Context: an optimization exercise on an open-source flow, tuned for small area. The choices shown serve that exercise and are no tape-out recipe.
The RTL was checked by simulation tests, not by an equivalence proof against the original design.
No activity file was given, so power comes from the tool's default toggle rates.

== run 1 ==
==> flow/design.v <==
module klt_block (
    input  wire        clk,
    input  wire        rst,
    input  wire [3:0]  col_n,
    input  wire        led_ready,
    output wire [3:0]  row_n,
    output wire        led_valid,
    output wire [31:0] led_word,
    output wire        pwm_out,
    output wire        reboot_req,
    output wire        log_valid,
    output wire [4:0]  log_code
);
    localparam [3:0] S_RST  = 4'b0000, S_DISP = 4'b0001, S_EMIT = 4'b0010, S_HALT = 4'b0011,
                     S_SET1 = 4'b0100, S_SET2 = 4'b0101, S_COL  = 4'b0110, S_REL  = 4'b0111,
                     S_TON  = 4'b1000, S_TGAP = 4'b1001, S_HOLD = 4'b1010, S_IDLE = 4'b1011;
    localparam [8:0] P0 = 9'b000000011;      
    localparam [5:0] S0 = 6'b011110;      
    reg [3:0]  ph;
    reg [10:0] pws;      
    reg        pwh;      
    reg [3:0]  sync1;
    reg        sync2;    
    reg [8:0]  psc;
    reg [5:0]  sub;
    reg [1:0]  kr, kc;
    reg [3:0]  apc;
    wire       waiting = ph[3] & ~ph[2];
    wire       pwrap   = ~psc[1] & psc[2] & psc[3] & ~psc[4] & ~psc[6] & psc[7] & psc[8];    
    wire       u1      = ~sub[1];     
    wire       u2      = sub[0];     
    wire       u3      = ~sub[3];     
    wire       u9      = sub[0] & sub[1];     
    wire       u59     = sub[0] & ~sub[1] & sub[2] & ~sub[3] & ~sub[4] & ~sub[5];    
    wire       plast   = sub[0] & sub[1] & sub[4];    
    wire [3:0] key     = {kr, kc};
    wire       col_now = sync2;
    wire       mel     = apc[3];
    wire k0    = (key == 4'd0);
    wire kZ    = (key == 4'd13);
    wire kfill = kc[1] & (kc[0] | (kr[1] & kr[0]));       
    wire h_k0  = ~kr[0] & ~kc[0];                          
    wire h_kZ  = kc[0] & ~kc[1];                           
    reg tdone;
    always @(*) begin
        case (ph)
            S_TON:   tdone = pwrap & (mel ? u9 : u3);
            S_TGAP:  tdone = pwrap & (mel ? u2 : u3);
            S_HOLD:  tdone = (pwrap & (h_k0 ? u59 : u1)) | ~(h_k0 | h_kZ);    
            default: tdone = pwrap & u1;                                      
        endcase
    end
    wire gbit = (sub[3] & sub[4] & ~apc[1]) |
                 (~sub[0] & sub[1] & ~sub[4] & apc[1]) |
                 (~sub[2] & ~sub[3] & ~sub[4] & sub[5] & apc[1]) |
                 (sub[0] & ~sub[4] & ~sub[5] & ~apc[1]) |
                 (~sub[3] & sub[5] & ~apc[0] & ~apc[1]) |
                 (sub[3] & sub[4] & sub[5] & apc[2]) |
                 (sub[1] & ~sub[4] & ~apc[2]) |
                 (sub[1] & sub[4] & sub[5] & apc[2]) |
                 (sub[0] & sub[1] & ~sub[4] & ~apc[0]) |
                 (~sub[1] & ~sub[3] & sub[5] & ~apc[2]) |
                 (~sub[1] & ~sub[2] & sub[3] & apc[0] & ~apc[1]) |
                 (~sub[0] & sub[3] & sub[4] & ~sub[5] & ~apc[2]) |
                 (sub[2] & sub[5] & ~apc[1]) |
                 (sub[2] & sub[3] & ~apc[0] & ~apc[1]) |
                 (sub[2] & sub[3] & ~sub[4] & ~apc[2]) |
                 (sub[0] & sub[2] & sub[4] & apc[0] & apc[2]) |
                 (sub[0] & ~sub[1] & ~sub[4] & ~sub[5] & apc[0] & apc[2]);
    wire e_gw  = kr[1] & kr[0];                            
    wire e_g   = kr[1] & kr[0] & kc[0];                    
    wire e_w   = kr[1] & ~kc[0];                           
    wire e_b   = ~kr[1] & kr[0];                           
    wire e_r   = ~kr[0] & (kr[1] | (~kc[0] & gbit));       
    assign led_word = {1'b0, e_gw, {6{e_g}},
                       1'b0, e_r, e_r | e_w, {5{e_r}},
                       {3{e_b}}, e_b | e_w, {4{e_b}},
                       8'h00};
    assign led_valid  = (ph == S_EMIT);
    assign pwm_out    = (ph == S_TON) & ~pwh;
    assign reboot_req = (ph == S_HALT);
    assign log_valid  = (ph == S_DISP) & apc[0] & ~apc[1] & ~apc[2];
    assign log_code   = {1'b1, kr, kc};
    assign row_n      = (ph[3:2] == 2'b01) ? ~(4'b0001 << kr) : 4'b1111;
    wire scan_go = (ph == S_RST) || (ph == S_IDLE && tdone);
    reg [1:0] kc_n;
    always @(*) begin
        kc_n = kc;
        if (scan_go) kc_n = 2'd0;
        else if (ph == S_COL && col_now) kc_n = kc + 2'd1;
    end
    wire pwz = (pws[9:0] == 10'd0);
    always @(posedge clk) begin
        sync1 <= col_n;
        sync2 <= sync1[kc_n];
        kc    <= kc_n;
        if (!waiting || pwrap) psc <= P0;
        else                   psc <= {psc[7:0], psc[3] ^ psc[8]};
        if (!(waiting || ph == S_EMIT) || (waiting && tdone) || (ph == S_EMIT && led_ready && plast))
            sub <= S0;
        else if ((waiting && pwrap) || (ph == S_EMIT && led_ready))
            sub <= {sub[4:0], sub[0] ^ sub[5]};
        if (rst) begin
            ph  <= S_RST;
            pws <= 11'd0;
            pwh <= 1'b0;
        end else begin
            pws <= {pws[9:0], pws[10] ^ pws[8] ^ pwz};
            if (pws[10] & pwz) pwh <= ~pwh;
            case (ph)
                S_RST, S_IDLE: begin
                    if (scan_go) begin
                        kr <= 2'd0;
                        ph <= S_SET1;
                    end
                end
                S_SET1: ph <= S_SET2;
                S_SET2: ph <= S_COL;
                S_COL: begin
                    if (!col_now) begin
                        ph <= S_REL;
                    end else if (kc == 2'd3) begin
                        if (kr == 2'd3) begin
                            ph  <= S_IDLE;
                        end else begin
                            kr  <= kr + 2'd1;
                            ph  <= S_SET1;
                        end
                    end
                end
                S_REL: begin
                    if (col_now) begin
                        apc <= 4'd1;
                        ph  <= S_DISP;
                    end
                end
                S_DISP: begin
                    if (k0) begin
                        if (apc[3] | (apc[0] & ~apc[1] & ~apc[2]))
                            ph <= S_TON;                       
                        else if (~apc[0] & ~apc[2] & ~apc[3])
                            ph <= S_IDLE;                      
                        else
                            ph <= S_EMIT;                      
                    end else if (kfill & apc[0]) begin
                        ph <= S_EMIT;
                    end else if (kZ) begin
                        ph <= apc[0] ? S_HOLD : S_HALT;        
                    end else begin
                        ph <= S_IDLE;
                    end
                end
                S_TON: begin
                    if (tdone) begin
                        ph  <= S_TGAP;
                    end
                end
                S_TGAP: begin
                    if (tdone) begin
                        apc <= apc + 4'd1;
                        if (apc == 4'd2 || apc == 4'd15) begin
                            ph  <= S_DISP;
                        end else begin
                            ph  <= S_TON;
                        end
                    end
                end
                S_EMIT: begin
                    if (led_ready) begin
                        if (plast) ph <= S_HOLD;
                    end
                end
                S_HOLD: begin
                    if (tdone) begin
                        apc <= apc + 4'd1;
                        ph  <= S_DISP;
                    end
                end
                default: ;
            endcase
        end
    end
endmodule
export LEC_CHECK = 0
export CAP_MARGIN = 20
export CORE_MARGIN = 2
export CORE_UTILIZATION = 40
export SLEW_MARGIN = 20
create_clock -name core_clock -period 10.0 [get_ports {clk}]
standard.sh (not shown) runs the stock make flow with config.mk's settings and CLKGATE_MAP_FILE= SYNTH_SCRIPT=/design/flow/synth_recipe.tcl, a recipe that flattens the netlist after the stock synthesis.
==> flow/flow/run.sh <==
#!/bin/bash
# The standard layout (standard.sh, which writes the ORFS logs under
# orfs/logs), with these changes; make's own output goes to standard.log.
#  - Synthesis maps the logic for area: ABC runs flow/abc.script (deep AIG
#    optimisation, then area-oriented mapping) instead of ORFS's speed script,
#    and no adder cells are mapped (the design has no arithmetic). Registers
#    are mapped exactly as in the standard synthesis.
#  - Port buffers are the smallest buffer (buf_1) instead of a delay cell.
#  - Clock tree: sinks clustered under clkbuf_8 buffers, no dummy loads.
set -e
W=$PWD
mkdir -p "$W/scripts"
for f in "$FLOW_HOME"/scripts/*; do ln -sf "$f" "$W/scripts/"; done
rm -f "$W/scripts/abc_speed.script"
cp "$W/flow/abc.script" "$W/scripts/abc_speed.script"
export BUFFER_PORTS_ARGS="-buffer_cell sky130_fd_sc_hd__buf_1"
export CTS_ARGS="-repair_clock_nets -buf_list sky130_fd_sc_hd__clkbuf_16 -dont_use_dummy_load"
bash standard.sh SCRIPTS_DIR="$W/scripts" ADDER_MAP_FILE= finish > standard.log 2>&1
==> flow/flow/abc.script <==
&get -n
&st
&deepsyn -T 20
&dch -f
&nf -a -p -R 1000
&put
topo
dnsize -c
The following lists how run 2 was set up differently from run 1:
==> flow/flow/run.sh <==
#!/bin/bash
# The standard layout (standard.sh), except:
#  - port buffers are the smallest buffer (buf_1) instead of a delay cell;
#  - Yosys maps no adder cells (the design has no arithmetic; the half-adder
#    cells it picked up served as plain AND gates);
#  - clock tree: one cluster of sinks under clkbuf_8, no dummy loads.
export BUFFER_PORTS_ARGS="-buffer_cell sky130_fd_sc_hd__buf_1"
export CTS_ARGS="-sink_clustering_enable -repair_clock_nets -sink_clustering_size 100 -sink_clustering_max_diameter 500 -buf_list sky130_fd_sc_hd__clkbuf_8 -dont_use_dummy_load"
bash standard.sh ADDER_MAP_FILE= finish > standard.log 2>&1
removed: flow/flow/abc.script
[summary]
- In summary, run 2 completed successfully, with a layout that passed the timing, design-rule and antenna checks.
- Diff run 1 and run 2: logic depth of the worst path, buffers included higher in run 1
- Global-route track usage on met3 (lower): run 2
- From run 1 to run 2 the numbers moved as follows: total number of vias +297; wire length grew by 1100 um; post-route clock period utilization rose 4.7 points.
- Synthesis-to-finish area growth in run 2 is 8.0 points lower than in run 1
- Diff run 1 -> run 2: final design area excluding fillers rose 390 um^2, area share of xor/xnor cells in the synthesized design rose 2.0 points, share of final-layout standard cells stronger than drive strength 1 rose 5.0 points, setup slack fell 470 ps, total power rose 14%.
- Run comparison: run 1 termination of the worst setup path led_word[17]; run 2 termination of the worst setup path led_word[21]
Modified inputs, run 3 compared to run 2
==> flow/flow/run.sh <==
#!/bin/bash
# The standard layout (standard.sh, which writes the ORFS logs under
# orfs/logs), with these changes; make's own output goes to standard.log.
#  - Synthesis maps the logic for area: ABC runs flow/abc.script (deep AIG
#    optimisation, then area-oriented mapping) instead of ORFS's speed script,
#    and no adder cells are mapped (the design has no arithmetic). Registers
#    are mapped exactly as in the standard synthesis.
#  - Port buffers are the smallest buffer (buf_1) instead of a delay cell.
#  - Clock tree: sinks clustered under clkbuf_8 buffers, no dummy loads.
set -e
W=$PWD
mkdir -p "$W/scripts"
for f in "$FLOW_HOME"/scripts/*; do ln -sf "$f" "$W/scripts/"; done
rm -f "$W/scripts/abc_speed.script"
cp "$W/flow/abc.script" "$W/scripts/abc_speed.script"
export BUFFER_PORTS_ARGS="-buffer_cell sky130_fd_sc_hd__buf_1"
export CTS_ARGS="-sink_clustering_enable -repair_clock_nets -sink_clustering_size 10 -sink_clustering_max_diameter 50 -buf_list sky130_fd_sc_hd__clkbuf_4 -dont_use_dummy_load"
bash standard.sh SCRIPTS_DIR="$W/scripts" ADDER_MAP_FILE= finish > standard.log 2>&1
==> flow/flow/abc.script (new file) <==
&get -n
&st
&deepsyn -T 20
&dch -f
&nf -a -p -R 1000
&put
topo
dnsize -c
## What came out
Summary: with run 2 as the reference, detailed-routing wirelength on met1 in run 3 moved down by more than 10%.
Summary of run 3 over run 2: die outline area shrank by 20%, number of unique standard cell types used by synthesis shrank by 30, non-clock buffer instance count of the final layout grew by 1.
No stage failed in run 3, and the final checks on the layout all came back clean.
In run 3, the achievable frequency came out 9.1% above the value in run 2.
Looking only at combinational fraction of design power, and setting everything else aside, the lower value of run 2 and run 3 goes to run 3.
Compared with run 2, run 3 has extra setup slack.
Taking run 2 as the reference, in run 3 synthesized area divided by synthesized cell count -about 0.75%; power density over the cells -8.9%; highest net fanout along the worst path -2; sequential share of power +6.7 points.
The inputs of run 4 differ from those of run 3 as listed below.
==> flow/flow/run.sh <==
#!/bin/bash
# The standard layout (standard.sh), except:
#  - port buffers are the smallest buffer (buf_1) instead of a delay cell;
#  - Yosys maps no adder cells (the design has no arithmetic; the half-adder
#    cells it picked up served as plain AND gates);
#  - clock tree: one cluster of sinks under clkbuf_16, no dummy loads.
export BUFFER_PORTS_ARGS="-buffer_cell sky130_fd_sc_hd__buf_1"
export CTS_ARGS="-sink_clustering_enable -repair_clock_nets -sink_clustering_size 100 -sink_clustering_max_diameter 500 -buf_list sky130_fd_sc_hd__clkbuf_16 -dont_use_dummy_load"
bash standard.sh ADDER_MAP_FILE= finish > standard.log 2>&1
removed: flow/flow/abc.script
### Flow results
- Run 4 reached the end of the flow, and the finished layout is clean on the timing, design-rule and antenna checks.
- [compare] base=run 3 new=run 4: clock-net power picked up an extra about 100%, wire length picked up an extra 1100 um, register-to-register slack lost 150 ps, post-layout total power picked up an extra 0.20 mW, data arrival time of the worst path picked up an extra 360 ps.
#### Input delta (run 5 over run 4)
==> flow/flow/run.sh <==
#!/bin/bash
# The standard layout (standard.sh, which writes the ORFS logs under
# orfs/logs), with these changes; make's own output goes to standard.log.
#  - Synthesis maps the logic for area: ABC runs flow/abc.script (deep AIG
#    optimisation, then area-oriented mapping) instead of ORFS's speed script,
#    and no adder cells are mapped (the design has no arithmetic). Registers
#    are mapped exactly as in the standard synthesis.
#  - Port buffers are the smallest buffer (buf_1) instead of a delay cell.
#  - Clock tree: sinks clustered under clkbuf_8 buffers, no dummy loads.
set -e
W=$PWD
mkdir -p "$W/scripts"
for f in "$FLOW_HOME"/scripts/*; do ln -sf "$f" "$W/scripts/"; done
rm -f "$W/scripts/abc_speed.script"
cp "$W/flow/abc.script" "$W/scripts/abc_speed.script"
export BUFFER_PORTS_ARGS="-buffer_cell sky130_fd_sc_hd__buf_1"
export CTS_ARGS="-sink_clustering_enable -repair_clock_nets -sink_clustering_size 100 -sink_clustering_max_diameter 500 -buf_list sky130_fd_sc_hd__clkbuf_4 -dont_use_dummy_load"
bash standard.sh SCRIPTS_DIR="$W/scripts" ADDER_MAP_FILE= finish > standard.log 2>&1
==> flow/flow/abc.script (new file) <==
&get -n
&st
&deepsyn -T 20
&dch -f
&nf -a -p -R 1000
&put
topo
dnsize -c
- Run 5 can be clocked faster than run 4.
- Clock share of power sits lower in run 5 than in run 4.
- Run 5 vs run 4 — wire length of the first global-routing pass dropped about 20%.
- Diff run 4 -> run 5: post-detailed-route wirelength per cell dropped 8.9%; layout cell share with drive strength beyond 1 dropped 5.0 points.
- Delta(initial cell density of the core, run 5 - run 4) > 0
- Delta (run 5 minus run 4): total length of routed met3 wires has increased; post-layout total power now smaller.
- Comparing run 4 and run 5, clock network area share is higher on run 4.

-- re-timing with driven ports --
The results above use ideal ports. As a check the final layouts listed here were re-extracted and re-timed, cells and wires unchanged. Step 1 (the two cells are an assumption about what drives the block):
set clk [get_ports {clk}]
set_driving_cell -lib_cell sky130_fd_sc_hd__clkbuf_16 $clk
set_driving_cell -lib_cell sky130_fd_sc_hd__buf_2 [delete_from_list [all_inputs] $clk]
Step 2 adds t to the input delays and takes it off the output delays; t is the mean of the earliest and latest rising clock arrival at the registers after step 1. Input paths then give back, and output paths get back, about the clock's delay inside the block. Slacks: ideal ports / drivers / drivers and shift; pairs: ideal ports / drivers.
| run | t, ns | slack for setup (ns) | worst hold slack (ns) |
|---|---|---|---|
| run 1 | 0.310 | 5.901 / 5.868 / 6.178 | 0.419 / 0.419 / 0.419 |
| run 2 | 0.319 | 5.428 / 5.398 / 5.717 | 0.439 / 0.439 / 0.439 |
| run 3 | 0.364 | 5.808 / 5.785 / 6.149 | 0.430 / 0.430 / 0.430 |
| run 4 | 0.309 | 5.451 / 5.417 / 5.726 | 0.435 / 0.435 / 0.435 |
| run 5 | 0.364 | 5.808 / 5.785 / 6.149 | 0.430 / 0.430 / 0.430 |
After both steps every run listed still meets setup and hold.
